Background: an optimization exercise with open tools, aiming at small area, a short achievable clock period and few clock cycles per item. Do not read the settings as production practice.
Where RTL was checked, it was by simulation tests only, not by an equivalence proof against the original.

==> flow/design.v (excerpt) <==
module aes128_cipher (
    input  wire         clk,
    input  wire         rst,           
    input  wire         in_valid,
    output wire         in_ready,
    input  wire         in_decrypt,    
    input  wire [127:0] in_key,
    input  wire [127:0] in_block,
    output reg          out_valid,
    output reg  [127:0] out_block
);
    function [7:0] xtime;
        input [7:0] a;
        xtime = {a[6:0], 1'b0} ^ (a[7] ? 8'h1b : 8'h00);
    endfunction
    function [31:0] mix_col;
        input [31:0] c;
        reg [7:0] a0, a1, a2, a3, t;
        begin
            a0 = c[31:24]; a1 = c[23:16]; a2 = c[15:8]; a3 = c[7:0];
            t = a0 ^ a1 ^ a2 ^ a3;
            mix_col[31:24] = a0 ^ t ^ xtime(a0 ^ a1);
            mix_col[23:16] = a1 ^ t ^ xtime(a1 ^ a2);
            mix_col[15:8]  = a2 ^ t ^ xtime(a2 ^ a3);
            mix_col[7:0]   = a3 ^ t ^ xtime(a3 ^ a0);
        end
    endfunction
    function [31:0] d_col;
        input [31:0] c;
        reg [7:0] a0, a1, a2, a3, e, u, v;
        begin
            a0 = c[31:24]; a1 = c[23:16]; a2 = c[15:8]; a3 = c[7:0];
            e = xtime(xtime(xtime(a0 ^ a1 ^ a2 ^ a3)));
            u = xtime(xtime(a0 ^ a2));
            v = xtime(xtime(a1 ^ a3));
            d_col = {e ^ u, e ^ v, e ^ u, e ^ v};
        end
    endfunction
    function [7:0] rcon;
        input [3:0] n;
        rcon = ({8{n == 4'd1}}  & 8'h01) | ({8{n == 4'd2}} & 8'h02) | ({8{n == 4'd3}} & 8'h04)
             | ({8{n == 4'd4}}  & 8'h08) | ({8{n == 4'd5}} & 8'h10) | ({8{n == 4'd6}} & 8'h20)
             | ({8{n == 4'd7}}  & 8'h40) | ({8{n == 4'd8}} & 8'h80) | ({8{n == 4'd9}} & 8'h1b)
             | ({8{n == 4'd10}} & 8'h36);
    endfunction
    reg         r0_v, r0_dec, r0_first;
    reg [3:0]   r0_rnd;
    reg [127:0] r0_st, r0_k;
    reg [31:0]  r0_kt;     
    reg         r1_v, r1_dec, r1_last;
    reg [3:0]   r1_rnd;
    reg [127:0] r1_t;      
    reg [47:0]  r1_km;     
    reg [127:0] r1_base;   
    reg         r2_v, r2_dec, r2_last;
    reg [191:0] r2_n;      
    reg [31:0]  r2_kt;     
    reg [127:0] r2_base;
  ...
Settings: LEC_CHECK=0, CAP_MARGIN=20, CELL_PAD_IN_SITES_DETAIL_PLACEMENT=1, CELL_PAD_IN_SITES_GLOBAL_PLACEMENT=1, CORE_MARGIN=2, CORE_UTILIZATION=52, PLACE_DENSITY=0.72, SLEW_MARGIN=20; clock period 10.0 ns.
standard.sh (not shown) runs the stock make flow with config.mk's settings and CLKGATE_MAP_FILE= SYNTH_SCRIPT=/design/flow/synth_recipe.tcl, a recipe that flattens the netlist after the stock synthesis.
==> flow/flow/run.sh <==
#!/bin/bash
set -euo pipefail
bash standard.sh SETUP_SLACK_MARGIN=6.5 finish > flow_standard.log 2>&1
The starting point completed without violations.
Testbench counts at the start, summed over its fixed seeds: cycles 34,072, items 3,200.
Rerun with:
--- a/flow/design.v
+++ b/flow/design.v
@@ -503,27 +503,26 @@
             mq[i] <= (in_key[8*i +: 8] == e_tag[8*i +: 8]);
         kq    <= e_kt0;
         e_rs <= restart && !rst;
         if (rst)
             e_ok <= 1'b0;
         else if (restart)
             e_ok <= 1'b1;
     end
     always @(posedge clk) begin
+        e_km <= e_km1;
         if (restart) begin
             e_tag <= in_key;
             e_k   <= in_key;
             e_kt  <= kq;
             e_cnt <= 4'd1;
             e_ph  <= 1'b0;
         end else if (e_cnt != 4'd11) begin
             e_ph <= !e_ph;
-            if (!e_ph) begin
-                e_km <= e_km1;
-            end else begin
+            if (e_ph) begin
                 e_k   <= {e_n0, e_n1, e_n2, e_n3};
                 e_kt  <= e_ktn;
                 e_cnt <= e_cnt + 4'd1;
             end
         end
     end
 endmodule
Outcome: Global-route usage climbs by 0.72 points; non-clock buffer count drops by 8; core utilization went down by 0.11 points; critical path depth rose by 7; count of clock-buffer cells in the layout is lower by 2; wire length went up by 3.2%; setup slack got worse by 33 ps; register-to-register slack is worse by 70 ps.
The RTL of the second run of this note was laid out without a check of its function.

Setup of west:
aes128_cipher, a different RTL version from the one above (not shown whole).
Size: about 1700 flip-flops, about 0.10 mm² of cells after synthesis.
==> flow/config.mk <==
export PLATFORM = sky130hd
export DESIGN_NAME = aes128_cipher
export DESIGN_NICKNAME = aes128_cipher
export VERILOG_FILES = /design/flow/design.v
export SDC_FILE = /design/flow/constraint.sdc
export NUM_CORES = 4
export LEC_CHECK = 0
export CAP_MARGIN = 20
export CELL_PAD_IN_SITES_DETAIL_PLACEMENT = 2
export CELL_PAD_IN_SITES_GLOBAL_PLACEMENT = 2
export CORE_MARGIN = 2
export CORE_UTILIZATION = 45
export PLACE_DENSITY = 0.65
export SLEW_MARGIN = 20
==> flow/constraint.sdc <==
create_clock -name core_clock -period 10.0 [get_ports {clk}]
set_input_delay 2.0000 -clock core_clock [delete_from_list [all_inputs] [get_ports {clk}]]
set_output_delay 2.0000 -clock core_clock [all_outputs]
set_load 0.01 [all_outputs]
Scripts as last shown in full above: flow/flow/run.sh
Input changes introduced in south (baseline for comparison: west):
--- a/flow/design.v
+++ b/flow/design.v
@@ -262,26 +262,26 @@
     wire [3:0] ahl = m[7:4];
     wire [3:0] di  = gf16_inv(m[3:0]);
     assign y = {gf16_mul(ah, di), gf16_mul(ahl, di)};
 endmodule
 module aes128_cipher (
     input  wire         clk,
     input  wire         rst,           
     input  wire         in_valid,
     output wire         in_ready,
     input  wire         in_decrypt,    
     input  wire [127:0] in_key,
     input  wire [127:0] in_block,
-    output reg          out_valid,
-    output reg  [127:0] out_block
+    output wire         out_valid,
+    output wire [127:0] out_block
 );
     function [7:0] xtime;
         input [7:0] a;
         xtime = {a[6:0], 1'b0} ^ (a[7] ? 8'h1b : 8'h00);
     endfunction
     function [31:0] mix_col;
         input [31:0] c;
         reg [7:0] a0, a1, a2, a3, t;
         begin
             a0 = c[31:24]; a1 = c[23:16]; a2 = c[15:8]; a3 = c[7:0];
             t = a0 ^ a1 ^ a2 ^ a3;
             mix_col[31:24] = a0 ^ t ^ xtime(a0 ^ a1);
@@ -294,37 +294,28 @@
         input [31:0] c;
         reg [7:0] a0, a1, a2, a3, e, u, v;
         begin
             a0 = c[31:24]; a1 = c[23:16]; a2 = c[15:8]; a3 = c[7:0];
             e = xtime(xtime(xtime(a0 ^ a1 ^ a2 ^ a3)));
             u = xtime(xtime(a0 ^ a2));
             v = xtime(xtime(a1 ^ a3));
             d_col = {e ^ u, e ^ v, e ^ u, e ^ v};
         end
     endfunction
     function [7:0] rcon;
         input [3:0] n;
-        case (n)
-            4'd1:    rcon = 8'h01;
-            4'd2:    rcon = 8'h02;
-            4'd3:    rcon = 8'h04;
-            4'd4:    rcon = 8'h08;
-            4'd5:    rcon = 8'h10;
-            4'd6:    rcon = 8'h20;
-            4'd7:    rcon = 8'h40;
-            4'd8:    rcon = 8'h80;
-            4'd9:    rcon = 8'h1b;
-            4'd10:   rcon = 8'h36;
-            default: rcon = 8'h00;
-        endcase
+        rcon = ({8{n == 4'd1}}  & 8'h01) | ({8{n == 4'd2}} & 8'h02) | ({8{n == 4'd3}} & 8'h04)
+             | ({8{n == 4'd4}}  & 8'h08) | ({8{n == 4'd5}} & 8'h10) | ({8{n == 4'd6}} & 8'h20)
+             | ({8{n == 4'd7}}  & 8'h40) | ({8{n == 4'd8}} & 8'h80) | ({8{n == 4'd9}} & 8'h1b)
+             | ({8{n == 4'd10}} & 8'h36);
     endfunction
     reg         r0_v, r0_dec;
     reg [3:0]   r0_rnd;
     reg [127:0] r0_st, r0_k;
     reg [31:0]  r0_kt;     
     reg         r1_v, r1_dec, r1_last;
     reg [3:0]   r1_rnd;
     reg [127:0] r1_t;      
     reg [47:0]  r1_km;     
     reg [127:0] r1_base;   
     reg         r2_v, r2_dec, r2_last;
     reg [191:0] r2_n;      
@@ -336,25 +327,26 @@
     reg [127:0] r3_w, r3_k;
     reg         ir;        
     reg         ov;        
     reg         dec_q;     
     reg         mq;        
     reg         e_ok;      
     reg         e_rs;      
     reg         e_ph;      
     reg [3:0]   e_cnt;     
     reg [127:0] e_tag, e_k;
     reg [31:0]  e_kt;      
     reg [47:0]  e_km;      
-    assign in_ready = ir;
+    assign in_ready  = ir;
+    assign out_valid = r3_v && r3_last;
     genvar g, r, c;
     wire [127:0] sr1, isr1;
     generate
         for (c = 0; c < 4; c = c + 1) begin : g_perm_c
             for (r = 0; r < 4; r = r + 1) begin : g_perm_r
                 assign sr1[127-8*(r+4*c) -: 8]  = r0_st[127-8*(r+4*((c+r)%4)) -: 8];
                 assign isr1[127-8*(r+4*c) -: 8] = r0_st[127-8*(r+4*((c+4-r)%4)) -: 8];
             end
         end
     endgenerate
     wire [127:0] t1;
     generate
@@ -400,24 +392,25 @@
             aes_sbox_ed_bot u_bot (.dec(r2_dec), .ti(ti), .y(w3[127-8*g -: 8]));
         end
     endgenerate
     wire [31:0] ks3;
     generate
         for (g = 0; g < 4; g = g + 1) begin : g_ksb3
             aes_sbox_aff u_aff (.ti(r2_kt[31-8*g -: 8]), .y(ks3[31-8*g -: 8]));
         end
     endgenerate
     wire [31:0]  ks3m = r2_dec ? 32'd0 : ks3;
     wire [127:0] k3   = r2_base ^ {ks3, ks3m, ks3m, ks3m};
     wire [127:0] z4  = r3_w ^ r3_k;
+    assign out_block = z4;
     wire [127:0] mi4 = r3_dec ? z4 : r3_w;
     wire [127:0] y4;
     generate
         for (c = 0; c < 4; c = c + 1) begin : g_mix
             assign y4[127-32*c -: 32] = mix_col(mi4[127-32*c -: 32])
                                       ^ (r3_dec ? d_col(z4[127-32*c -: 32]) : r3_k[127-32*c -: 32]);
         end
     endgenerate
     wire [31:0] ks_in4 = ir ? (dec_q ? (e_k[31:0] ^ e_k[63:32]) : in_key[31:0])
                             : (r3_dec ? (r3_k[31:0] ^ r3_k[63:32]) : r3_k[31:0]);
     wire [31:0] ks_rot4 = {ks_in4[23:0], ks_in4[31:24]};
     wire [31:0] kt4;
@@ -487,26 +480,24 @@
             r0_v     <= in_valid && !rst;
             r0_dec   <= dec_q;
             r0_rnd   <= dec_q ? 4'd10 : 4'd1;
             r0_st    <= in_block ^ (dec_q ? e_k : in_key);
             r0_k     <= dec_q ? e_k : in_key;
         end else begin
             r0_v     <= r3_v && !r3_last && !rst;
             r0_dec   <= r3_dec;
             r0_rnd   <= r3_dec ? r3_rnd - 4'd1 : r3_rnd + 4'd1;
             r0_st    <= y4;
             r0_k     <= r3_k;
         end
-        out_valid <= r3_v && r3_last && !rst;
-        out_block <= z4;
         ir    <= !rst && in_valid && !ir && slot_next && (!in_decrypt || dec_fit);
         ov    <= !rst && in_valid && !ir;
         dec_q <= in_decrypt;
         mq    <= (in_key == e_tag);
         e_rs <= restart && !rst;
         if (rst)
             e_ok <= 1'b0;
         else if (restart)
             e_ok <= 1'b1;
     end
     always @(posedge clk) begin
         if (restart) begin
Findings:
Status for south and west: clean finish in west only
south vs west: maximum number of pins on one net before global-route repair up by more than 10%
| worst setup slack | higher: west |
Routed length on met3 for south: 42000 µm up relative to west
Cmp south and west / number of max-capacitance violations reported / higher: south
Launching element of the worst setup path = r3_w[49]: south; launching element of the worst setup path = r3_k[43]: west
Going from west to south, synthesized cell count shrank by a few percent.
From west to south the numbers moved as follows: core utilization went up by 3.4 points, worst slack at placement went up by 0.14 ns.
Of south and west, the run reporting the lower distinct cell type count after synthesis was west.
Against west, routed wire length in south rose by more than a quarter.
west → south: die area about even.
No run of this note included a check of the RTL's function; only the layout flow was run.

re-timing with driven ports:
The flow's constraints put no driver on any port. The routed layouts listed below were extracted and timed again, unchanged, in two steps.
Step 1 (the two cells are an assumption about what drives the block):
set clk [get_ports {clk}]
set_driving_cell -lib_cell sky130_fd_sc_hd__clkbuf_16 $clk
set_driving_cell -lib_cell sky130_fd_sc_hd__buf_2 [delete_from_list [all_inputs] $clk]
Step 2 also shifts input and output timing later by t, the mid clock arrival at the registers, as if the neighbouring blocks saw the same clock.
Slacks: ideal ports / drivers / drivers and shift; pairs: ideal ports / drivers.
run | t (ns) | slack for setup (ns) | hold slack, ns | worst setup path after step 2 | worst data-port slew with drivers (ns)
the first run of note 1 | 0.946 | 6.507 / 6.413 / 6.330 | 0.311 / 0.311 / 0.311 | input to register | 0.13
the second run of note 1 | 0.950 | 6.474 / 6.441 / 6.269 | 0.310 / 0.310 / 0.310 | input to register | 0.08
west | 0.974 | 6.343 / 6.343 / 5.490 | 0.319 / 0.319 / 0.319 | input to register | 0.18
south | 0.994 | 5.871 / 5.763 / 5.132 | 0.319 / 0.319 / 0.319 | input to register | 0.28
The setup slack of west, which loses most, moves by 0.000 ns with the drivers and by -0.853 ns with both steps.
